Background: an optimization exercise with open tools, aiming at small area, a short achievable clock period and few clock cycles per item. Do not read the settings as production practice.
No functional check of the RTL was part of any run shown here.
No activity file was given, so power comes from the tool's default toggle rates.

==> flow/constraint.sdc <==
create_clock -name core_clock -period 5.0 [get_ports {clk}]
set_input_delay 1.0000 -clock core_clock [delete_from_list [all_inputs] [get_ports {clk}]]
set_output_delay 1.0000 -clock core_clock [all_outputs]
set_load 0.01 [all_outputs]
==> flow/run.sh <==
#!/bin/bash
# synth_recipe.tcl (not shown) runs the flow's synth.tcl, then flattens the netlist and writes it again
# the make line also repeats each setting of config.mk as NAME=value (left out here)
make -C /OpenROAD-flow-scripts/flow DESIGN_CONFIG=/design/flow/config.mk WORK_HOME=/design/flow/orfs CLKGATE_MAP_FILE= SYNTH_SCRIPT=/design/flow/synth_recipe.tcl finish
==> flow/design.v <==
module rtp_h264_depkt (
    input  wire       clk,
    input  wire       rst,
    input  wire       cfg_strict_f,
    input  wire       cfg_zero_byte,
    input  wire       in_valid,
    output wire       in_ready,
    input  wire [7:0] in_data,
    input  wire       in_last,
    output wire       out_valid,
    input  wire       out_ready,
    output wire [7:0] out_data,
    output wire       res_valid,
    output wire [2:0] res_cause,
    output wire [4:0] res_flags
);
    localparam [2:0] C_OK         = 3'd0;
    localparam [2:0] C_SHORT      = 3'd1;
    localparam [2:0] C_FBIT       = 3'd2;
    localparam [2:0] C_TRUNC_DON  = 3'd3;
    localparam [2:0] C_TRUNC_SIZE = 3'd4;
    localparam [2:0] C_TRUNC_EXTRA= 3'd5;
    localparam [2:0] C_ZERO_SIZE  = 3'd6;
    localparam [2:0] C_TRUNC_UNIT = 3'd7;
    localparam [3:0] S_IDLE    = 4'b1000;   
    localparam [3:0] S_FU_HDR  = 4'b1001;   
    localparam [3:0] S_COPY    = 4'b1010;   
    localparam [3:0] S_SZ0     = 4'b1100;   
    localparam [3:0] S_SZ1     = 4'b1101;   
    localparam [3:0] S_UNIT    = 4'b1110;   
    localparam [3:0] S_UNIT_F  = 4'b1111;   
    localparam [3:0] S_UHDR    = 4'b0100;   
    localparam [3:0] S_FUB_DON = 4'b0000;   
    localparam [3:0] S_AG_DON  = 4'b0001;   
    localparam [3:0] S_EXT     = 4'b0010;   
    localparam [3:0] S_DRAIN   = 4'b0011;   
    reg  [3:0]  state;
    reg         first;       
    reg  [7:0]  hdr;         
    reg         mtap;        
    reg         m24;         
    reg  [1:0]  cnt;         
    reg         ow_z2, ow_z1, ow_01, ow_h;
    reg         u_z3;        
    reg         u_go;        
    reg  [15:0] remain;      
    reg         rem1;        
    reg         sz0;         
    reg         hi0;         
    reg  [4:0]  sflags;      
    function [4:0] classify(input [4:0] ty);
        case (ty)
            5'd1: classify = 5'b01000;
            5'd5: classify = 5'b10000;
            5'd6: classify = 5'b00100;
            5'd7: classify = 5'b00001;
            5'd8: classify = 5'b00010;
            default: classify = 5'b00000;
        endcase
    endfunction
    wire st_emit  = state[3];
    wire st_idle  = (state == S_IDLE);
    wire st_fuh   = (state == S_FU_HDR);
    wire st_uhdr  = (state == S_UHDR);
    wire st_sz    = (state[3:1] == 3'b110);
    wire st_sz0   = (state == S_SZ0);
    wire st_sz1   = (state == S_SZ1);
    wire st_unit  = (state == S_UNIT);
    wire st_unitf = (state == S_UNIT_F);
    wire st_ext   = (state == S_EXT);
    wire st_drain = (state == S_DRAIN);
    wire st_copy  = (state == S_COPY);
    wire st_fbdon = (state == S_FUB_DON);
    wire st_agdon = (state == S_AG_DON);
    wire pend     = ow_h;                        
    wire rem_one  = rem1;
    wire rem_zero = sz0;
    wire [4:0] t0 = in_data[4:0];
    wire t_single = (t0 != 5'd0) && !(t0[4] && t0[3]);
    wire zb_type  = (t0 == 5'd6) || (t0 == 5'd7) || (t0 == 5'd8);
    wire zb_app   = cfg_zero_byte && zb_type;
    wire uf       = cfg_strict_f && in_data[7];
    assign in_ready  = !pend && (st_emit ? out_ready : st_uhdr ? (u_go && out_ready) : 1'b1);
    wire   take      = in_valid && in_ready;
    wire   emit_in   = (st_emit && !st_idle && !st_fuh) || st_uhdr ||
                       (st_idle && t_single) || (st_fuh && in_data[7]);
    assign out_valid = pend || (in_valid && emit_in);
    wire o_zero = !pend && (st_idle || st_fuh || st_sz);
    wire o_ucod = !pend && st_uhdr && !u_go;
    wire o_pass = !pend && !o_zero && !o_ucod;
    wire p_hdr  = ow_h && !ow_01;
    assign out_data[7:1] = ({7{o_pass}} & in_data[7:1]) | ({7{p_hdr}} & hdr[7:1]);
    assign out_data[0]   = (o_pass && in_data[0]) || (p_hdr && hdr[0]) ||
                           (ow_01 && !ow_z1) || (o_ucod && !(zb_app && !u_z3));
    wire short = st_idle || first;
    wire ok_r  = !short && (st_copy || (st_fbdon && cnt[0]) || st_agdon ||
                            (st_unit && rem_one) || (st_drain && cnt == 2'd0));
    wire ok_u  = !short && st_uhdr && rem_one;
    wire sz1_s = !short && st_sz1 && !mtap;
    wire sz_z  = hi0 && (in_data == 8'd0);
    reg [2:0] cause_r;       
    always @(*) begin
        cause_r = C_OK;
        if (short)
            cause_r = C_SHORT;
        else if (st_fbdon)
            cause_r = cnt[0] ? C_OK : C_TRUNC_DON;
        else if (st_sz0)
            cause_r = C_TRUNC_SIZE;
        else if (st_sz1)
            cause_r = mtap ? C_TRUNC_EXTRA : C_ZERO_SIZE;
        else if (st_ext)
            cause_r = (cnt != 2'd3) ? C_TRUNC_EXTRA : rem_zero ? C_ZERO_SIZE : C_TRUNC_UNIT;
        else if (st_uhdr || st_unit)
            cause_r = rem_one ? C_OK : C_TRUNC_UNIT;
        else if (st_unitf)
            cause_r = rem_one ? C_FBIT : C_TRUNC_UNIT;
        else if (st_drain)
            cause_r = {cnt[0], cnt[0] | cnt[1], 1'b0};
    end
    assign res_cause[2] = cause_r[2];
    assign res_cause[1] = cause_r[1] || (ok_u && uf);
    assign res_cause[0] = cause_r[0] || (sz1_s && !sz_z);
    assign res_valid    = take && in_last;
    assign res_flags    = ({5{ok_r}} & sflags) |
                          ({5{ok_u && !uf}} & (sflags | classify(t0)));
    always @(posedge clk) begin
        if (st_idle) begin
            hdr    <= in_data;
            mtap   <= (t0 == 5'd26) || (t0 == 5'd27);
            m24    <= (t0 == 5'd27) || (t0 == 5'd29);
            sflags <= classify(t0);
        end
        if (st_fuh) begin
            hdr[4:0] <= t0;
            sflags   <= in_data[7] ? classify(t0) : 5'd0;
        end
        if (st_uhdr && in_valid)
            sflags <= sflags | classify(t0);
        if (st_sz0) begin
            remain[15:8] <= in_data;
            hi0          <= (in_data == 8'd0);
        end
        if (st_sz1) begin
            remain[7:0] <= in_data;
            rem1        <= hi0 && (in_data == 8'd1);
            sz0         <= sz_z;
        end
        if ((st_uhdr || st_unit || st_unitf) && take) begin
            remain <= remain - 16'd1;
            rem1   <= (remain == 16'd2);
        end
    end
    always @(posedge clk) begin
        if (rst) begin
            state <= S_IDLE;
            {ow_z2, ow_z1, ow_01, ow_h} <= 4'b0000;
            u_z3  <= 1'b0;
            u_go  <= 1'b0;
        end else begin
            if (pend && out_ready)
                {ow_z2, ow_z1, ow_01, ow_h} <= {1'b0, ow_z2, ow_z1, ow_01};
            if (st_uhdr && in_valid && !u_go && out_ready) begin
                if (zb_app && !u_z3)
                    u_z3 <= 1'b1;
                else
                    u_go <= 1'b1;
            end
            if (take) begin
                first <= st_idle;
                case (state)
                    S_IDLE: begin
                        cnt <= 2'd0;
                        if (uf) begin
                            cnt   <= 2'd2;
                            state <= S_DRAIN;
                        end else if (t_single) begin
                            {ow_z2, ow_z1, ow_01, ow_h} <= {zb_app, 3'b111};
                            state <= S_COPY;
                        end else if (t0 == 5'd24)
                            state <= S_SZ0;
                        else if (t0 == 5'd25 || t0 == 5'd26 || t0 == 5'd27)
                            state <= S_AG_DON;
                        else if (t0 == 5'd28 || t0 == 5'd29)
                            state <= S_FU_HDR;
                        else
                            state <= S_DRAIN;
                    end
                    S_FU_HDR: begin
                        if (in_data[7])
                            {ow_z2, ow_z1, ow_01, ow_h} <= 4'b0111;
                        state <= m24 ? S_FUB_DON : S_COPY;
                    end
                    S_FUB_DON: begin
                        cnt <= 2'd1;
                        if (cnt[0])
                            state <= S_COPY;
                    end
                    S_AG_DON: begin
                        cnt <= 2'd1;
                        if (cnt[0])
                            state <= S_SZ0;
                    end
                    S_SZ0:
                        state <= S_SZ1;
                    S_SZ1: begin
                        cnt <= m24 ? 2'd0 : 2'd1;
                        if (mtap)
                            state <= S_EXT;
                        else if (sz_z) begin
                            cnt   <= 2'd1;
                            state <= S_DRAIN;
                        end else
                            state <= S_UHDR;
                    end
                    S_EXT: begin
                        cnt <= cnt + 2'd1;
                        if (cnt == 2'd3) begin
                            if (rem_zero) begin
                                cnt   <= 2'd1;
                                state <= S_DRAIN;
                            end else
                                state <= S_UHDR;
                        end
                    end
                    S_UHDR, S_UNIT, S_UNIT_F: begin
                        u_z3 <= 1'b0;
                        u_go <= 1'b0;
                        if (rem_one) begin
                            if (st_uhdr ? uf : st_unitf) begin
                                cnt   <= 2'd2;
                                state <= S_DRAIN;
                            end else
                                state <= S_SZ0;
                        end else if (st_uhdr)
                            state <= uf ? S_UNIT_F : S_UNIT;
                    end
                    default: ;
                endcase
                if (in_last) begin
                    state <= S_IDLE;
                    {ow_z2, ow_z1, ow_01, ow_h} <= 4'b0000;
                    u_z3  <= 1'b0;
                    u_go  <= 1'b0;
                end
            end
        end
    end
endmodule
==> flow/config.mk <==
export PLATFORM = sky130hd
export DESIGN_NAME = rtp_h264_depkt
export DESIGN_NICKNAME = rtp_h264_depkt
export VERILOG_FILES = /design/flow/design.v
export SDC_FILE = /design/flow/constraint.sdc
export NUM_CORES = 4
export LEC_CHECK = 0
export CAP_MARGIN = 20
export CORE_MARGIN = 2
export CORE_UTILIZATION = 40
export SETUP_SLACK_MARGIN = 1.6
export SLEW_MARGIN = 20
==> summary.txt, run 1 <==
STA
  • Total Negative Setup Slacks: 0 ns
  • Worst relative slew slack: 34.2%
  • Actual slew at the worst max-slew pin: 0.979 ns
  • Setup ws final: 1.50 ns
  • Max Clk Rate: 285 MHz
  • Clock Skews: 0.00903 ns
  • Final period utilization: 70.1%
  • Fin. Hold Viols: 0
  • Final setup fails: 0
  • Minimum clock period: 3.50 ns
  • RSZ-0062 raised after global routing: true
  • Slew Limit Fails: 0

Placed design
  • Setup WS pre-CTS: 0.668 ns
  • Hpwl dp: 7180 µm
  • Port Buffers: 33
  • GPL Wtd Cong: 0.925

Yosys
  • Syn. warnings: 1
  • Cell Area, Synth: 0.00340 mm²
  • Synth Flop Type: edfxtp_1
  • Synth unique cells: 66
  • Area leader, netlist: edfxtp_1
  • Avg Cell Area, Syn: 8.50 µm²
  • Number of synthesized flops with an enable pin: 37
  • Async S/R FF share, synth: 0%
  • Seq cells post-synth: 47
  • Post-synth top area share: 32.7%
  • Sequential area share after synthesis: 38.6%
  • Dominant cells by area after synthesis: edfxtp_1 33%, dfxtp_1 5.9%, a21oi_1 4.9%
  • Synthesized Nets: 419
  • Synth Instances: 400

Finish
  • Diodes inserted: 0
  • Leading cell type in the layout, fill and taps excluded: nor2_1
  • Commonest cells after routing, fill and taps aside: 38 x nor2_1, 37 x edfxtp_1, 32 x a21oi_1
  • Area of the multi-input gates: 0.00201 mm²
  • Share of cells above drive strength 1: 17.7%
  • Sequential Area: 0.00133 mm²
  • Fillers: 792
  • Final Net Count: 454
  • Layout area overhead: 21.6%

Power and ir drop
  • Register share of total power: 49.1%
  • Clk pwr share: 31.2%
  • Comb pwr share: 19.7%
  • Leak: 1.53 nW
  • Power Density: 227 mW/mm²
  • Switch share: 28.4%
  • Psw: 0.266 mW
  • Worst vdd ir: 0.119 mV
  • Int Pwr: 0.670 mW

Critical path
  • Register-to-register setup slack: 2.60 ns
  • Critical path's largest stage delay: 0.56 ns
  • Worst setup startpoint: cfg_strict_f
  • WP depth: 4
  • Setup crit end: res_cause[1]
  • Top cell by count, worst path: clkdlybuf4s50_1
  • WP data required: 4.00 ns
  • CP Data Arrival Time: 2.50 ns
  • R2R Path End: remain[14]$_DFFE_PP_
  • WS Path Type: in2out
  • CP endpoint kind: primary output
  • Buffers and inverters on the worst path: 2
  • Critical-path cell list: clkdlybuf4s50_1, nand2_1, o2bb2ai_1, clkdlybuf4s50_1
  • FF-to-FF Start: remain[0]$_DFFE_PP_
  • Top delay family on crit path: buffers and inverters
  • R2R depth: 7
  • CP Launch Type: input port
  • Worst-path maximum fanout: 6
  • Crit path max-delay cell type: clkdlybuf4s50_1

Hold path
  • Hold path start: ow_z2$_SDFF_PP0_
  • Hold Crit Class: reg2reg

Floorplan
  • Die H: 96.2 µm
  • Row count: 33
  • Effective utilization at floorplan: 41.4%
  • IO Pins: 34
  • Core area: 0.00822 mm²
  • Die ar.: 0.00925 mm²
  • Chip width: 96.2 µm

GRT
  • GRT overflow: 0
  • Largest net degree at the start of global routing: 25
  • All-Layer GR Usage: 23.1%
  • Vias in the first global route: 2,992
  • Initial antenna violation count: 0
  • Global-route wire length before repair: 16,000 µm

Job
  • Max-Cap Viols: 0

Clock tree
  • CTS tree: built
  • Number of buffers on the longest clock path: 2
  • Total CTS buffers: 5
  • Worst-Skew Late Latency: 0.31 ns
  • Clock H-tree levels: 2
  • CTS root buffer: clkbuf_8
  • Clock transition at the registers of the reported paths: 0.09 ns
  • Hold Buf Count CTS: 0
  • Clk sinks: 47

Route
  • Drt wl/cell: 19.2 µm
  • First-pass DRT Iterations: 5
  • Antenna Nets Post-Route: 0
  • Routed vias: 3,299
  • Detailed Route Iter0 Violations: 197
  • Drt total wl: 10,400 µm
  • DR vias/cell: 6.10
  • DRC violations left: 0

Run status
  • Run status: finished clean
[flip-flops by register name, summed over array words and instances, names as in the netlist, 2 cells and up]
| name | flops |
|---|---|
| remain | 16 |
| sflags | 5 |
| hdr | 8 |
| cnt | 2 |
| state | 4 |
[synth_stat cells (3+ instances only)]
cell	number
nor2_1	44
edfxtp_1	37
a21oi_1	33
nand2_1	30
o21ai_0	20
inv_1	19
clkbuf_1	18
nor3_1	17
nand3_1	14
dfxtp_1	10
nor4_1	8
xor2_1	8
a22o_1	7
nand2b_1	7
nor2b_1	7
xnor2_1	7
and2_1	6
mux2_2	6
mux2i_1	6
or3_1	6
and3_1	5
buf_1	5
o211ai_1	5
a31oi_1	4
buf_2	4
ha_1	4
nand4_1	4
a21boi_0	3
a311oi_1	3
nor3b_1	3
o221ai_1	3
or2_2	3
[how the worst min path moves through the flow]
stage | cells after the start | endpoint | slack, ns
global route | 2 | ow_01$_SDFF_PP0_ | 0.56
global placement | 2 | ow_z1$_SDFF_PP0_ | 0.51
CTS | 2 | ow_01$_SDFF_PP0_ | 0.53
finish | 2 | ow_z1$_SDFF_PP0_ | 0.53
floorplan | 2 | ow_z1$_SDFF_PP0_ | 0.48
detailed placement | 1 | u_z3$_SDFF_PP0_ | 0.51
[tightest hold or removal path, cell delays in order, from the launching register on]
cell and delay [ns]:
dfxtp_1 0.32, nand3_1 0.07, a311oi_1 0.09
[layer usage]
layer  up-vias  track usage, %  wire length [µm]
met2       162            33.9              4520
met5         -               0                 0
li1       1556               -                 -
met3        22            4.46               758
met4         0            8.81               265
met1      1559            33.3              4840
[through the flow]
step	cells	power [mW]	cell area, µm²	utilization [%]	hold slack (ns)
6_report	541	0.937	4130	50.3	0.526
5_1_grt	541	0.974	4130	50.3	0.557
4_1_cts	537	0.934	4090	49.7	0.532
3_5_place_dp	516	0.631	3790	46.1	0.515
3_3_place_gp	516	0.629	3790	46.1	0.506
2_1_floorplan	400	0.565	3400	-	0.478
[area by class of cell]
class | instances | area share [%]
inverters | 19 | 2.00
flip-flops and latches | 47 | 32.1
well taps | 105 | 3.18
repair buffers | 56 | 11.4
multi-input cells | 306 | 48.6
clock buffers | 5 | 1.67
clock inverters | 3 | 1.03
[cells by family after synthesis]
kind of cell	after synthesis	synth area share [%]
and+or+nand+nor	168	25.6
AOI/OAI and AO/OA	107	21.3
buffers and inverters	47	5.45
DFF	47	38.6
xor gates and xnor gates	15	3.87
muxes	12	3.76
adders and majority gates	4	1.47
[repair_timing]
item / 4_1_cts / 5_1_grt
resized for setup: 81 / 7
pin swaps: 5 / 1
buffers inserted: 13 / 4
setup endpoints to repair: 19 / 15
[power by group through the flow]
| stage | clock [mW] | combinational, mW | sequential [mW] |
|---|---|---|---|
| after floorplan | 0 | 0.105 | 0.460 |
| after global placement | 0 | 0.159 | 0.471 |
| after detailed placement | 0 | 0.159 | 0.472 |
| after CTS | 0.296 | 0.176 | 0.461 |
| after global routing | 0.310 | 0.200 | 0.463 |
| final | 0.292 | 0.185 | 0.460 |
==> run 2: changes to the inputs <==
--- a/flow/config.mk
+++ b/flow/config.mk
@@ -8,5 +8,5 @@
 export CAP_MARGIN = 20
 export CORE_MARGIN = 2
 export CORE_UTILIZATION = 40
-export SETUP_SLACK_MARGIN = 1.6
+export SETUP_SLACK_MARGIN = 2.0
 export SLEW_MARGIN = 20
==> run 2 against run 1 <==
Sequential share of layout area fell by 4.1 points. Worst hold slack got worse by 0.0014 ns. Area after synthesis did not move. Cell count rose by 8.3%.
==> summary.txt, run 2 <==
Run status
  • Run status: finished clean

Route
  • Drt wl/cell: 19.0 µm (-0.82%)
  • Antenna Nets Post-Route: 0 (unchanged)
  • Detailed Route Iter0 Violations: 350 (+78%)
  • First-pass DRT Iterations: 6 (+1)
  • DRC violations left: 0 (unchanged)
  • Routed vias: 3,540 (+7.3%)
  • DR vias/cell: 6.04 (-0.93%)
  • Drt total wl: 11,200 µm (+7.4%)

STA
  • RSZ-0062 raised after global routing: true
  • Fin. Hold Viols: 0 (unchanged)
  • Final setup fails: 0 (unchanged)
  • Slew Limit Fails: 0 (unchanged)
  • Minimum clock period: 3.28 ns (-0.222 ns)
  • Setup ws final: 1.72 ns (+0.222 ns)
  • Total Negative Setup Slacks: 0 ns (unchanged)
  • Max Clk Rate: 305 MHz (+6.8%)
  • Worst relative slew slack: 39.1% (+4.9 points)
  • Actual slew at the worst max-slew pin: 0.905 ns (-0.0737 ns)
  • Clock Skews: 0.0129 ns (+0.00383 ns)
  • Final period utilization: 65.7% (-4.4 points)
  • Hold Slack: 0.525 ns (-0.00139 ns)

Hold path
  • Hold Crit Class: reg2reg
  • Cell depth of the worst hold path: 2 (unchanged)

Floorplan
  • Die ar.: 0.00925 mm² (unchanged)
  • Row count: 33 (unchanged)
  • Die H: 96.2 µm (unchanged)
  • Chip width: 96.2 µm (unchanged)
  • IO Pins: 34 (unchanged)
  • Core area: 0.00822 mm² (unchanged)
  • Effective utilization at floorplan: 41.4% (unchanged)

Power and ir drop
  • Leak: 1.84 nW (+20%)
  • Power Density: 209 mW/mm² (-7.9%)
  • Worst vdd ir: 0.173 mV (+45%)

Critical path
  • Worst-path maximum fanout: 4 (-2)
  • CP Launch Type: input port
  • R2R depth: 5 (-2)
  • WS Path Type: in2out
  • CP Data Arrival Time: 2.28 ns (-0.22 ns)
  • CP endpoint kind: primary output
  • WP data required: 4.00 ns (about the same)

GRT
  • Initial antenna violation count: 0 (unchanged)
  • All-Layer GR Usage: 23.8% (+0.70 points)
  • Vias in the first global route: 3,278 (+9.6%)
  • Largest net degree at the start of global routing: 23 (-8.0%)
  • Global-route wire length before repair: 16,900 µm (+5.4%)
  • GRT overflow: 0 (unchanged)

Finish
  • Final core utilization: 57.6% (+7.3 points)
  • Final Net Count: 499 (+9.9%)
  • Top Registers: remain x16, hdr x8, sflags x5
  • Share of cells above drive strength 1: 34.3% (+17 points)
  • Commonest cells after routing, fill and taps aside: 45 x buf_4, 37 x edfxtp_1, 36 x nor2_1
  • Fillers: 714 (-9.8%)
  • Biggest register: remain
  • Layout area overhead: 39.2%
  • Diodes inserted: 0 (unchanged)
  • Number of flip-flops in the largest register: 16 (unchanged)
  • Leading cell type in the layout, fill and taps excluded: buf_4

Yosys
  • Synth Instances: 400 (unchanged)
  • Number of synthesized flops with an enable pin: 37 (unchanged)
  • Syn. warnings: 1 (unchanged)
  • Area leader, netlist: edfxtp_1
  • Avg Cell Area, Syn: 8.50 µm² (unchanged)
  • Top cells by count, synth: 44 x nor2_1, 37 x edfxtp_1, 33 x a21oi_1
  • Sequential area share after synthesis: 38.6% (unchanged)
  • Post-synth top area share: 32.7% (unchanged)
  • Synth Flop Type: edfxtp_1
  • Seq cells post-synth: 47 (unchanged)
  • Async S/R FF share, synth: 0% (unchanged)
  • Cell Area, Synth: 0.00340 mm² (unchanged)
  • Dominant cells by area after synthesis: edfxtp_1 33%, dfxtp_1 5.9%, a21oi_1 4.9%
  • Top-count cell post-synth: nor2_1
  • Synthesized Nets: 419 (unchanged)
  • Synth unique cells: 66 (unchanged)

Clock tree
  • Worst-Skew Late Latency: 0.32 ns (about the same)
  • CTS root buffer: clkbuf_8
  • Clock transition at the registers of the reported paths: 0.09 ns (about the same)
  • Total CTS buffers: 5 (unchanged)
  • CTS tree: built
  • Clock H-tree levels: 2 (unchanged)
  • Number of buffers on the longest clock path: 2 (unchanged)
  • Clk sinks: 47 (unchanged)
  • Hold Buf Count CTS: 0 (unchanged)

Job
  • Max-Cap Viols: 0 (unchanged)

Placed design
  • Setup WS pre-CTS: 0.656 ns (-0.0115 ns)
  • Hpwl dp: 6890 µm (-4.0%)
  • Port Buffers: 33 (unchanged)
  • GPL Wtd Cong: 0.940 (+1.6%)
==> run 2: cell counts after synthesis <==
Identical to the previous run, type by type.
==> run 2: worst paths after layout <==
| check | from | to | slack, ns |
|---|---|---|---|
| worst max-delay path | in_data[1] | out_data[0] | 1.72 |
| worst min-delay path | ow_z2$_SDFF_PP0_ | ow_z1$_SDFF_PP0_ | 0.52 |
| worst max register to register | state[0]$_SDFFE_PP0P_ | remain[10]$_DFFE_PP_ | 2.29 |
| worst min register to register | ow_z2$_SDFF_PP0_ | ow_z1$_SDFF_PP0_ | 0.52 |
==> run 2: metrics by stage <==
step / power, mW / std cells / instance area (µm²)
2_1_floorplan: 0.566 / 400 / 3420
3_3_place_gp: 0.630 / 516 / 3810
6_report: 0.987 / 586 / 4730
3_5_place_dp: 0.631 / 516 / 3810
5_1_grt: 1.02 / 586 / 4730
4_1_cts: 0.957 / 568 / 4440
==> run 2: routing by layer <==
metal	share of wire, %	wire [µm]	track usage [%]
met2	47	5230	38.5
met1	44	4890	33.4
met5	0	0	0
met4	1.8	199	6.55
met3	7.6	843	2.90
==> run 2: cell type report <==
| cell class | count | area (µm²) | area share, % |
|---|---|---|---|
| clock buffers | 5 | 68.8 | 1.45 |
| multi-input cells | 306 | 2200 | 46.5 |
| repair buffers | 101 | 877 | 18.5 |
| inverters | 19 | 82.6 | 1.75 |
| well taps | 105 | 131 | 2.78 |
| flip-flops and latches | 47 | 1330 | 28.0 |
| clock inverters | 3 | 46.3 | 0.979 |
==> run 2: logic make-up after synthesis <==
kind of cell    Yosys count  synth area share [%]
buf+inv                  47                  5.45
compound gates          107                  21.3
simple gates            168                  25.6
mux                      12                  3.76
flops                    47                  38.6
xor+xnor                 15                  3.87
fa+ha+maj                 4                  1.47
==> run 2: worst max-delay path, stage by stage <==
cell and delay (ns):
buf_6 0.09, buf_6 0.11, buf_12 0.12, and3b_1 0.17, o211ai_1 0.27, nor2_1 0.12
o31ai_2 0.24, buf_2 0.17
==> run 2: repair_timing <==
item                                   CTS  global route
buffers inserted                        44            18
pin swaps                               20            22
gates resized for setup                156            52
setup endpoints to repair               43            18
endpoints found under the hold margin    0             0
==> run 2: where the power goes <==
group / internal, mW / total [mW] / leakage [nW] / switching [mW]
Clock: 0.151 / 0.297 / 0.0548 / 0.146
Combinational: 0.104 / 0.230 / 1.34 / 0.126
Sequential: 0.443 / 0.460 / 0.448 / 0.0170
Total: 0.698 / 0.987 / 1.84 / 0.289
==> run 3: changes to the inputs <==
--- a/flow/design.v
+++ b/flow/design.v
@@ -40,13 +40,8 @@
     reg         mtap;        
     reg         m24;         
     reg  [1:0]  cnt;         
-    reg         ow_z2, ow_z1, ow_01, ow_h;
-    reg         u_z3;        
-    reg         u_go;        
+    reg  [2:0]  pc;          
     reg  [15:0] remain;      
-    reg         rem1;        
-    reg         sz0;         
-    reg         hi0;         
     reg  [4:0]  sflags;      
     function [4:0] classify(input [4:0] ty);
         case (ty)
@@ -72,9 +67,12 @@
     wire st_copy  = (state == S_COPY);
     wire st_fbdon = (state == S_FUB_DON);
     wire st_agdon = (state == S_AG_DON);
-    wire pend     = ow_h;                        
-    wire rem_one  = rem1;
-    wire rem_zero = sz0;
+    wire pend     = (pc != 3'd0) && !st_uhdr;    
+    wire u_go     = pc[1];                       
+    wire rem_hi0  = (remain[15:8] == 8'd0);
+    wire rem_z1   = (remain[15:1] == 15'd0);
+    wire rem_one  = rem_z1 && remain[0];
+    wire rem_zero = rem_z1 && !remain[0];
     wire [4:0] t0 = in_data[4:0];
     wire t_single = (t0 != 5'd0) && !(t0[4] && t0[3]);
     wire zb_type  = (t0 == 5'd6) || (t0 == 5'd7) || (t0 == 5'd8);
@@ -88,16 +86,16 @@
     wire o_zero = !pend && (st_idle || st_fuh || st_sz);
     wire o_ucod = !pend && st_uhdr && !u_go;
     wire o_pass = !pend && !o_zero && !o_ucod;
-    wire p_hdr  = ow_h && !ow_01;
+    wire p_hdr  = pend && (pc == 3'd1);
     assign out_data[7:1] = ({7{o_pass}} & in_data[7:1]) | ({7{p_hdr}} & hdr[7:1]);
     assign out_data[0]   = (o_pass && in_data[0]) || (p_hdr && hdr[0]) ||
-                           (ow_01 && !ow_z1) || (o_ucod && !(zb_app && !u_z3));
+                           (pend && pc == 3'd2) || (o_ucod && !(zb_app && !pc[0]));
     wire short = st_idle || first;
     wire ok_r  = !short && (st_copy || (st_fbdon && cnt[0]) || st_agdon ||
                             (st_unit && rem_one) || (st_drain && cnt == 2'd0));
     wire ok_u  = !short && st_uhdr && rem_one;
     wire sz1_s = !short && st_sz1 && !mtap;
-    wire sz_z  = hi0 && (in_data == 8'd0);
+    wire sz_z  = rem_hi0 && (in_data == 8'd0);
     reg [2:0] cause_r;       
     always @(*) begin
         cause_r = C_OK;
@@ -137,35 +135,22 @@
         end
         if (st_uhdr && in_valid)
             sflags <= sflags | classify(t0);
-        if (st_sz0) begin
+        if (st_sz0)
             remain[15:8] <= in_data;
-            hi0          <= (in_data == 8'd0);
-        end
-        if (st_sz1) begin
+        if (st_sz1)
             remain[7:0] <= in_data;
-            rem1        <= hi0 && (in_data == 8'd1);
-            sz0         <= sz_z;
-        end
-        if ((st_uhdr || st_unit || st_unitf) && take) begin
+        if ((st_uhdr || st_unit || st_unitf) && take)
             remain <= remain - 16'd1;
-            rem1   <= (remain == 16'd2);
-        end
     end
     always @(posedge clk) begin
         if (rst) begin
             state <= S_IDLE;
-            {ow_z2, ow_z1, ow_01, ow_h} <= 4'b0000;
-            u_z3  <= 1'b0;
-            u_go  <= 1'b0;
+            pc    <= 3'd0;
         end else begin
             if (pend && out_ready)
-                {ow_z2, ow_z1, ow_01, ow_h} <= {1'b0, ow_z2, ow_z1, ow_01};
-            if (st_uhdr && in_valid && !u_go && out_ready) begin
-                if (zb_app && !u_z3)
-                    u_z3 <= 1'b1;
-                else
-                    u_go <= 1'b1;
-            end
+                pc <= pc - 3'd1;
+            if (st_uhdr && in_valid && !u_go && out_ready)
+                pc <= (zb_app && !pc[0]) ? 3'd1 : 3'd2;
             if (take) begin
                 first <= st_idle;
                 case (state)
@@ -175,7 +160,7 @@
                             cnt   <= 2'd2;
                             state <= S_DRAIN;
                         end else if (t_single) begin
-                            {ow_z2, ow_z1, ow_01, ow_h} <= {zb_app, 3'b111};
+                            pc    <= zb_app ? 3'd4 : 3'd3;
                             state <= S_COPY;
                         end else if (t0 == 5'd24)
                             state <= S_SZ0;
@@ -188,7 +173,7 @@
                     end
                     S_FU_HDR: begin
                         if (in_data[7])
-                            {ow_z2, ow_z1, ow_01, ow_h} <= 4'b0111;
+                            pc <= 3'd3;
                         state <= m24 ? S_FUB_DON : S_COPY;
                     end
                     S_FUB_DON: begin
@@ -224,8 +209,7 @@
                         end
                     end
                     S_UHDR, S_UNIT, S_UNIT_F: begin
-                        u_z3 <= 1'b0;
-                        u_go <= 1'b0;
+                        pc <= 3'd0;
                         if (rem_one) begin
                             if (st_uhdr ? uf : st_unitf) begin
                                 cnt   <= 2'd2;
@@ -239,9 +223,7 @@
                 endcase
                 if (in_last) begin
                     state <= S_IDLE;
-                    {ow_z2, ow_z1, ow_01, ow_h} <= 4'b0000;
-                    u_z3  <= 1'b0;
-                    u_go  <= 1'b0;
+                    pc    <= 3'd0;
                 end
             end
         end
--- a/flow/config.mk
+++ b/flow/config.mk
@@ -8,5 +8,5 @@
 export CAP_MARGIN = 20
 export CORE_MARGIN = 2
 export CORE_UTILIZATION = 40
-export SETUP_SLACK_MARGIN = 2.0
+export SETUP_SLACK_MARGIN = 2.2
 export SLEW_MARGIN = 20
==> run 3 against run 2 <==
Still clean. Global-route usage rose by 0.54 points. Synthesized cell count fell by 3.5%. Power rose by 23%. Critical endpoint is now res_flags[3]. Largest power group is now combinational cells.
==> summary.txt, run 3 <==
STA
  • Fin. Hold Viols: 0 (unchanged)
  • Worst relative slew slack: 36.3% (-2.8 points)
  • Slew Limit Fails: 0 (unchanged)
  • RSZ-0062 raised after global routing: true
  • Minimum clock period: 3.58 ns (+0.293 ns)
  • Final period utilization: 71.5% (+5.9 points)
  • Total Negative Setup Slacks: 0 ns (unchanged)
  • Clock Skews: 0.00567 ns (-0.00719 ns)
  • Actual slew at the worst max-slew pin: 0.948 ns (+0.0426 ns)
  • Max Clk Rate: 280 MHz (-8.2%)
  • Final setup fails: 0 (unchanged)

Finish
  • Final std cells w/o fill: 554 (-5.5%)
  • Number of flip-flops in the largest register: 16 (unchanged)
  • Leading cell type in the layout, fill and taps excluded: nor2_1
  • Final core utilization: 53.6% (-4.0 points)
  • Top Registers: remain x16, hdr x8, sflags x5
  • Final Net Count: 470 (-5.8%)
  • Diodes inserted: 0 (unchanged)
  • Layout area overhead: 31.7%
  • Biggest register: remain
  • Share of cells above drive strength 1: 32.3% (-2.0 points)
  • Commonest cells after routing, fill and taps aside: 38 x nor2_1, 37 x buf_4, 34 x edfxtp_1

Yosys
  • Area leader, netlist: edfxtp_1
  • Synth unique cells: 61 (-7.6%)
  • Top cells by count, synth: 40 x nor2_1, 34 x edfxtp_1, 34 x nand2_1
  • Async S/R FF share, synth: 0% (unchanged)
  • Synth Instances: 386 (-3.5%)
  • Synthesized Nets: 408 (-2.6%)
  • Number of synthesized flops with an enable pin: 34 (-8.1%)
  • Syn. warnings: 1 (unchanged)
  • Dominant cells by area after synthesis: edfxtp_1 31%, nor2_1 4.6%, dfxtp_1 4.3%
  • Post-synth top area share: 31.0% (-1.7 points)
  • Top-count cell post-synth: nor2_1
  • Cell Area, Synth: 0.00329 mm² (-3.1%)
  • Sequential area share after synthesis: 35.2% (-3.3 points)
  • Synth Flop Type: edfxtp_1
  • Avg Cell Area, Syn: 8.53 µm² (+0.46%)
  • Seq cells post-synth: 41 (-13%)

Floorplan
  • Row count: 33 (unchanged)
  • Effective utilization at floorplan: 40.7% (-0.65 points)
  • Die ar.: 0.00898 mm² (-2.9%)
  • Chip width: 94.8 µm (-1.5%)
  • Core area: 0.00809 mm² (-1.5%)
  • Die H: 94.8 µm (-1.5%)
  • IO Pins: 34 (unchanged)

Critical path
  • FF-to-FF Start: state[0]$_SDFFE_PP0P_
  • WP data required: 4.00 ns (about the same)
  • CP endpoint kind: primary output
  • Crit path max-delay cell type: or4_4
  • Critical path's largest stage delay: 0.49 ns (+0.22 ns)
  • CP Data Arrival Time: 2.58 ns (+0.30 ns)
  • Critical-path cell list: or3_4, nor4_4, nand2_4, or4_4, o31ai_4, a22o_1, buf_2
  • Worst setup startpoint: remain[7]$_DFFE_PP_
  • Worst-path maximum fanout: 5 (+1)
  • CP Launch Type: flop
  • WS Path Type: reg2out

Clock tree
  • CTS root buffer: clkbuf_8
  • Clock H-tree levels: 2 (unchanged)
  • Number of buffers on the longest clock path: 2 (unchanged)
  • Clock transition at the registers of the reported paths: 0.09 ns (about the same)
  • Clk sinks: 41 (-13%)
  • CTS tree: built
  • Worst-Skew Late Latency: 0.31 ns (about the same)
  • Total CTS buffers: 5 (unchanged)

Route
  • First-pass DRT Iterations: 6 (unchanged)
  • Drt total wl: 10,500 µm (-5.7%)
  • DRC violations left: 0 (unchanged)
  • Detailed Route Iter0 Violations: 216 (-38%)
  • DR vias/cell: 6.01 (-0.59%)
  • Routed vias: 3,327 (-6.0%)
  • Antenna Nets Post-Route: 0 (unchanged)
  • Drt wl/cell: 19.0 µm (-0.23%)

Hold path
  • Hold Crit Class: reg2reg
  • Hold path start: sflags[2]$_DFFE_PP_

Power and ir drop
  • Power Density: 280 mW/mm² (+34%)
  • Pwr Total: 1.21 mW (+23%)
  • Leak: 1.67 nW (-9.4%)
  • Worst vdd ir: 0.121 mV (-30%)

GRT
  • Initial antenna violation count: 0 (unchanged)
  • Largest net degree at the start of global routing: 26 (+13%)
  • Vias in the first global route: 3,217 (-1.9%)
  • GRT overflow: 0 (unchanged)
  • All-Layer GR Usage: 24.3% (+0.54 points)
  • Global-route wire length before repair: 16,700 µm (-1.1%)

Job
  • Max-Cap Viols: 0 (unchanged)

Placed design
  • GPL Wtd Cong: 0.929 (-1.2%)
  • Placed insts: 502 (-2.7%)
  • Port Buffers: 33 (unchanged)
  • Hpwl dp: 6910 µm (+0.24%)

Run status
  • Run status: finished clean
## run 3: cell count changes after synthesis, sizes merged, moves of 6 or more
cell   change
nand3      -6
mux2       +6
o21ai      +7
or4        +6
a21oi     -10
## run 3: final cells by class
| type | count | area (µm²) |
|---|---|---|
| fillers | 776 | 3750 |
| multi-input cells | 302 | 2180 |
| flip-flops and latches | 41 | 1180 |
| repair buffers | 83 | 684 |
| well taps | 105 | 131 |
| clock buffers | 5 | 68.8 |
| inverters | 15 | 56.3 |
| clock inverters | 3 | 41.3 |
## run 3: layer usage
metal	GRT usage (%)	share of wire (%)	vias to the layer above
met5	0	0	-
met4	11.0	3.6	0
met3	4.47	5.5	34
met2	38.9	48	122
met1	31.9	43	1605
li1	-	-	1566
## run 3: critical path, delay by kind of cell (launching register included)
| family | cells | cell delay (ns) |
|---|---|---|
| AO/OA/AOI/OAI | 2 | 0.31 |
| buffers and inverters | 1 | 0.12 |
| flip-flops | 1 | 0.43 |
| AND/OR/NAND/NOR | 4 | 1.42 |
## run 3: power breakdown
| part | total [mW] | internal, mW | switching (mW) | leakage (nW) |
|---|---|---|---|---|
| registers | 0.463 | 0.417 | 0.0465 | 0.395 |
| clock network | 0.281 | 0.147 | 0.134 | 0.0518 |
| logic | 0.470 | 0.214 | 0.256 | 1.22 |
| total | 1.21 | 0.778 | 0.437 | 1.67 |
## run 3: kinds of logic (layout without fill, tap and decap cells)
kind of cell	Yosys count	in the layout	synth area share [%]
DFF	41	41	35.2
and+or+nand+nor	161	161	26.4
adders and majority gates	7	7	2.66
buffers and inverters	43	106	5.39
muxes	15	15	5.01
xor gates and xnor gates	16	16	4.25
AOI/OAI and AO/OA	103	103	21.0
## run 3: what timing repair did
action / CTS / global route
endpoints found under the setup margin: 57 / 28
resized for setup: 170 / 10
hold buffers: 0 / 0
cloned: 1 / 0
setup buffers: 41 / 2
pin swaps: 23 / 7
endpoints found under the hold margin: 0 / 0
## run 3: path summary, 6_finish.rpt
path                                             to  slack, ns  cells after the start
worst max-delay path                   res_flags[3]       1.42                      7
worst min-delay path            sflags[2]$_DFFE_PP_       0.61                      2
worst max register to register  remain[2]$_DFFE_PP_       2.23                     11
worst min register to register  sflags[2]$_DFFE_PP_       0.61                      2
## run 3: stage by stage
stage	hold slack (ns)	instance area, µm²	worst slack (ns)
2_1_floorplan	0.554	3370	1.76
3_3_place_gp	0.576	3740	0.663
3_5_place_dp	0.576	3740	0.611
4_1_cts	0.602	4300	1.23
5_1_grt	0.661	4340	1.36
6_report	0.607	4340	1.42
==> run 4: changes to the inputs <==
--- a/flow/config.mk
+++ b/flow/config.mk
@@ -8,5 +8,5 @@
 export CAP_MARGIN = 20
 export CORE_MARGIN = 2
 export CORE_UTILIZATION = 40
-export SETUP_SLACK_MARGIN = 2.2
+export SETUP_SLACK_MARGIN = 1.6
 export SLEW_MARGIN = 20
==> run 4 against run 3 <==
Critical path depth stayed put. Sequential share of layout area rose by 0.75 points. Routed wire length shrank 5.2%. Sequential power about the same. Non-clock buffer count shrank 11. Utilization fell by 1.6 points. Register-to-register slack got worse by 0.40 ns. Via count decreased by 1.3%. Setup slack got worse by 0.11 ns. Critical path type unchanged. Largest cell class unchanged. Highest routed layer unchanged.
==> summary.txt, run 4 <==
Run status
  • Run status: finished clean

Finish
  • Final Net Count: 459 (-2.3%)
  • Final std cells w/o fill: 543 (-2.0%)
  • Biggest register: remain
  • Fillers: 782 (+0.77%)
  • Leading cell type in the layout, fill and taps excluded: nor2_1
  • Commonest cells after routing, fill and taps aside: 39 x nor2_1, 34 x edfxtp_1, 33 x buf_4
  • Final core utilization: 52.0% (-1.6 points)
  • Diodes inserted: 0 (unchanged)
  • Number of flip-flops in the largest register: 16 (unchanged)
  • Top Registers: remain x16, hdr x8, sflags x5
  • Share of cells above drive strength 1: 26.5% (-5.8 points)
  • Layout area overhead: 27.8%

Route
  • First-pass DRT Iterations: 7 (+1)
  • WL met1: 4510 µm (-1.1%)
  • Drt wl/cell: 18.4 µm (-3.3%)
  • DR vias/cell: 6.05 (+0.68%)
  • Drt total wl: 9970 µm (-5.2%)
  • DRC violations left: 0 (unchanged)
  • Top sig layer: met4
  • Wire length on met3: 507 µm (-13%)
  • Met2 WL: 4680 µm (-6.5%)
  • Antenna Nets Post-Route: 0 (unchanged)
  • Routed vias: 3,283 (-1.3%)
  • Detailed Route Iter0 Violations: 238 (+10%)

Clock tree
  • Number of buffers on the longest clock path: 2 (unchanged)
  • Hold Buf Count CTS: 0 (unchanged)
  • Total CTS buffers: 5 (unchanged)
  • Clock H-tree levels: 2 (unchanged)
  • CTS tree: built
  • Worst-Skew Late Latency: 0.31 ns (about the same)
  • CTS root buffer: clkbuf_8
  • Clock transition at the registers of the reported paths: 0.08 ns (about the same)
  • Clk sinks: 41 (unchanged)

Placed design
  • Port Buffers: 33 (unchanged)
  • Hpwl dp: 6970 µm (+0.86%)
  • Placed insts: 507 (+1.0%)
  • Setup WS pre-CTS: 0.662 ns (+0.0504 ns)
  • GPL Wtd Cong: 0.886 (-4.6%)

GRT
  • GRT overflow: 0 (unchanged)
  • Initial antenna violation count: 0 (unchanged)
  • Global-route wire length before repair: 15,600 µm (-6.6%)
  • Vias in the first global route: 2,959 (-8.0%)
  • All-Layer GR Usage: 22.4% (-2.0 points)
  • Largest net degree at the start of global routing: 26 (unchanged)

Critical path
  • R2R Path End: remain[7]$_DFFE_PP_
  • CP Launch Type: flop
  • Top delay family on crit path: simple AND/OR/NAND/NOR gates
  • CP endpoint kind: primary output
  • CP Data Arrival Time: 2.69 ns (+0.11 ns)
  • WS Path Type: reg2out
  • Crit path max-delay cell type: or4_4
  • Critical path's largest stage delay: 0.57 ns (+0.08 ns)
  • Worst-path maximum fanout: 5 (unchanged)
  • WP data required: 4.00 ns (about the same)
  • Top cell by count, worst path: or4_4
  • Buffers and inverters on the worst path: 1 (unchanged)
  • FF-to-FF Start: state[3]$_SDFFE_PP1P_
  • Critical-path cell list: or4_4, nor4_4, nand2_4, or4_4, o31ai_4, a22o_1, buf_2
  • Register-to-register setup slack: 1.83 ns (-0.40 ns)
  • R2R depth: 14 (+3)

Yosys
  • Sequential area share after synthesis: 35.2% (unchanged)
  • Post-synth top area share: 31.0% (unchanged)
  • Synth Flop Type: edfxtp_1
  • Async S/R FF share, synth: 0% (unchanged)
  • Top-count cell post-synth: nor2_1
  • Synth unique cells: 61 (unchanged)
  • Syn. warnings: 1 (unchanged)
  • Seq cells post-synth: 41 (unchanged)
  • Avg Cell Area, Syn: 8.53 µm² (unchanged)
  • Dominant cells by area after synthesis: edfxtp_1 31%, nor2_1 4.6%, dfxtp_1 4.3%
  • Top cells by count, synth: 40 x nor2_1, 34 x edfxtp_1, 34 x nand2_1
  • Area leader, netlist: edfxtp_1
  • Synth Instances: 386 (unchanged)
  • Cell Area, Synth: 0.00329 mm² (unchanged)
  • Synthesized Nets: 408 (unchanged)
  • Number of synthesized flops with an enable pin: 34 (unchanged)

Power and ir drop
  • Pwr Total: 1.14 mW (-6.1%)
  • Leak: 1.67 nW (+0.44%)
  • Power Density: 271 mW/mm² (-3.3%)
  • Worst vdd ir: 0.153 mV (+27%)

Floorplan
  • IO Pins: 34 (unchanged)
  • Core area: 0.00809 mm² (unchanged)
  • Effective utilization at floorplan: 40.7% (unchanged)
  • Chip width: 94.8 µm (unchanged)
  • Row count: 33 (unchanged)
  • Die ar.: 0.00898 mm² (unchanged)
  • Die H: 94.8 µm (unchanged)

Hold path
  • WHS Endpoint: sflags[2]$_DFFE_PP_
  • Hold Crit Class: reg2reg
  • Hold path start: sflags[2]$_DFFE_PP_
  • Cell depth of the worst hold path: 2 (unchanged)

STA
  • Worst relative slew slack: 32.0% (-4.3 points)
  • Setup ws final: 1.31 ns (-0.113 ns)
  • RSZ-0062 raised after global routing: true
  • Total Negative Setup Slacks: 0 ns (unchanged)
  • Final setup fails: 0 (unchanged)
  • Clock Skews: 0.00479 ns (-0.000881 ns)
  • Fin. Hold Viols: 0 (unchanged)
  • Max Clk Rate: 271 MHz (-3.1%)
  • Minimum clock period: 3.69 ns (+0.113 ns)
  • Slew Limit Fails: 0 (unchanged)
  • Final period utilization: 73.8% (+2.3 points)
  • Actual slew at the worst max-slew pin: 1.01 ns (+0.0644 ns)

Job
  • Max-Cap Viols: 0 (unchanged)
==> run 4: cell type report <==
type / instances / area, µm² / area share, %
Inverter: 15 / 56.3 / 1.34
Tap cell: 105 / 131 / 3.12
Clock buffer: 5 / 68.8 / 1.63
Timing Repair Buffer: 72 / 609 / 14.5
Clock inverter: 3 / 17.5 / 0.416
Multi-Input combinational cell: 302 / 2150 / 51.2
Sequential cell: 41 / 1170 / 27.9
==> run 4: timing repair <==
item / 4_1_cts / 5_1_grt
pin swaps: 13 / 5
hold endpoints to repair: 0 / 0
gates resized for setup: 95 / 28
setup buffers: 20 / 8
endpoints found under the setup margin: 27 / 42
==> run 4: cells by family after synthesis <==
kind of cell / synth area share (%)
AOI/OAI and AO/OA: 21.0
xor gates and xnor gates: 4.25
adders and majority gates: 2.66
buffers and inverters: 5.39
DFF: 35.2
muxes: 5.01
and+or+nand+nor: 26.4
==> run 4: worst max path at each step <==
stage | slack, ns | depth (start not counted) | endpoint | from
2_1_floorplan | 1.69 | 6 | res_cause[0] | in_data[7]
3_3_place_gp | 0.68 | 6 | out_data[0] | in_data[3]
3_5_place_dp | 0.66 | 6 | res_flags[2] | in_data[7]
4_1_cts | 1.34 | 7 | res_flags[0] | remain[13]$_DFFE_PP_
5_1_grt | 1.26 | 7 | res_flags[2] | remain[13]$_DFFE_PP_
6_report | 1.31 | 7 | res_flags[2] | remain[13]$_DFFE_PP_
==> run 4: through the flow <==
| step | hold slack [ns] | area (µm²) |
|---|---|---|
| CTS | 0.602 | 4060 |
| finish | 0.611 | 4210 |
| detailed placement | 0.575 | 3720 |
| floorplan | 0.554 | 3290 |
| global route | 0.635 | 4210 |
| global placement | 0.596 | 3720 |
==> run 4: layer usage <==
layer	vias up	global-route usage [%]
li1	1548	-
met1	1577	30.1
met2	131	36.8
met3	27	2.95
met4	0	7.97
met5	-	0
==> run 4: worst reg2reg max path, delay by kind of cell, from the launching register on <==
family	cells	cell delay [ns]
buffers and inverters	9	1.18
multiplexers	1	0.35
AND/OR/NAND/NOR	4	0.97
flip-flops	1	0.44
==> run 4: report_power, final <==
| part | leakage [nW] | internal, mW | switching, mW |
|---|---|---|---|
| logic | 1.24 | 0.211 | 0.245 |
| registers | 0.395 | 0.417 | 0.0432 |
| clock network | 0.0439 | 0.0965 | 0.128 |

## what the ideal ports hide
Ports are ideal in the flow. The routed layouts listed here were re-timed in OpenROAD. Step 1 assumes that a clkbuf_16 drives the clock port and a buf_2 every other input. Step 2 adds t to the input delays and takes it off the output delays; t is the mean of the earliest and latest rising clock arrival at the registers after step 1. Input paths then give back, and output paths get back, about the clock's delay inside the block. a / b / c = ideal ports / drivers / drivers and shift; a / b = the first two.
run | shift t [ns] | setup slack, ns | worst setup path after step 2 | worst register clock-pin slew, ns | pins driven straight from the clock port
run 1 | 0.339 | 1.495 / 1.464 / 1.464 | input to output | 0.10 / 0.10 | 1
run 2 | 0.347 | 1.717 / 1.682 / 1.609 | input to register | 0.11 / 0.11 | 1
run 3 | 0.340 | 1.424 / 1.393 / 1.430 | input to output | 0.09 / 0.09 | 1
run 4 | 0.332 | 1.310 / 1.283 / 1.418 | input to register | 0.09 / 0.09 | 1
After both steps setup and hold are still met in every run listed. The setup slack of run 2, which loses most, moves by -0.035 ns with the drivers and by -0.108 ns with both steps.
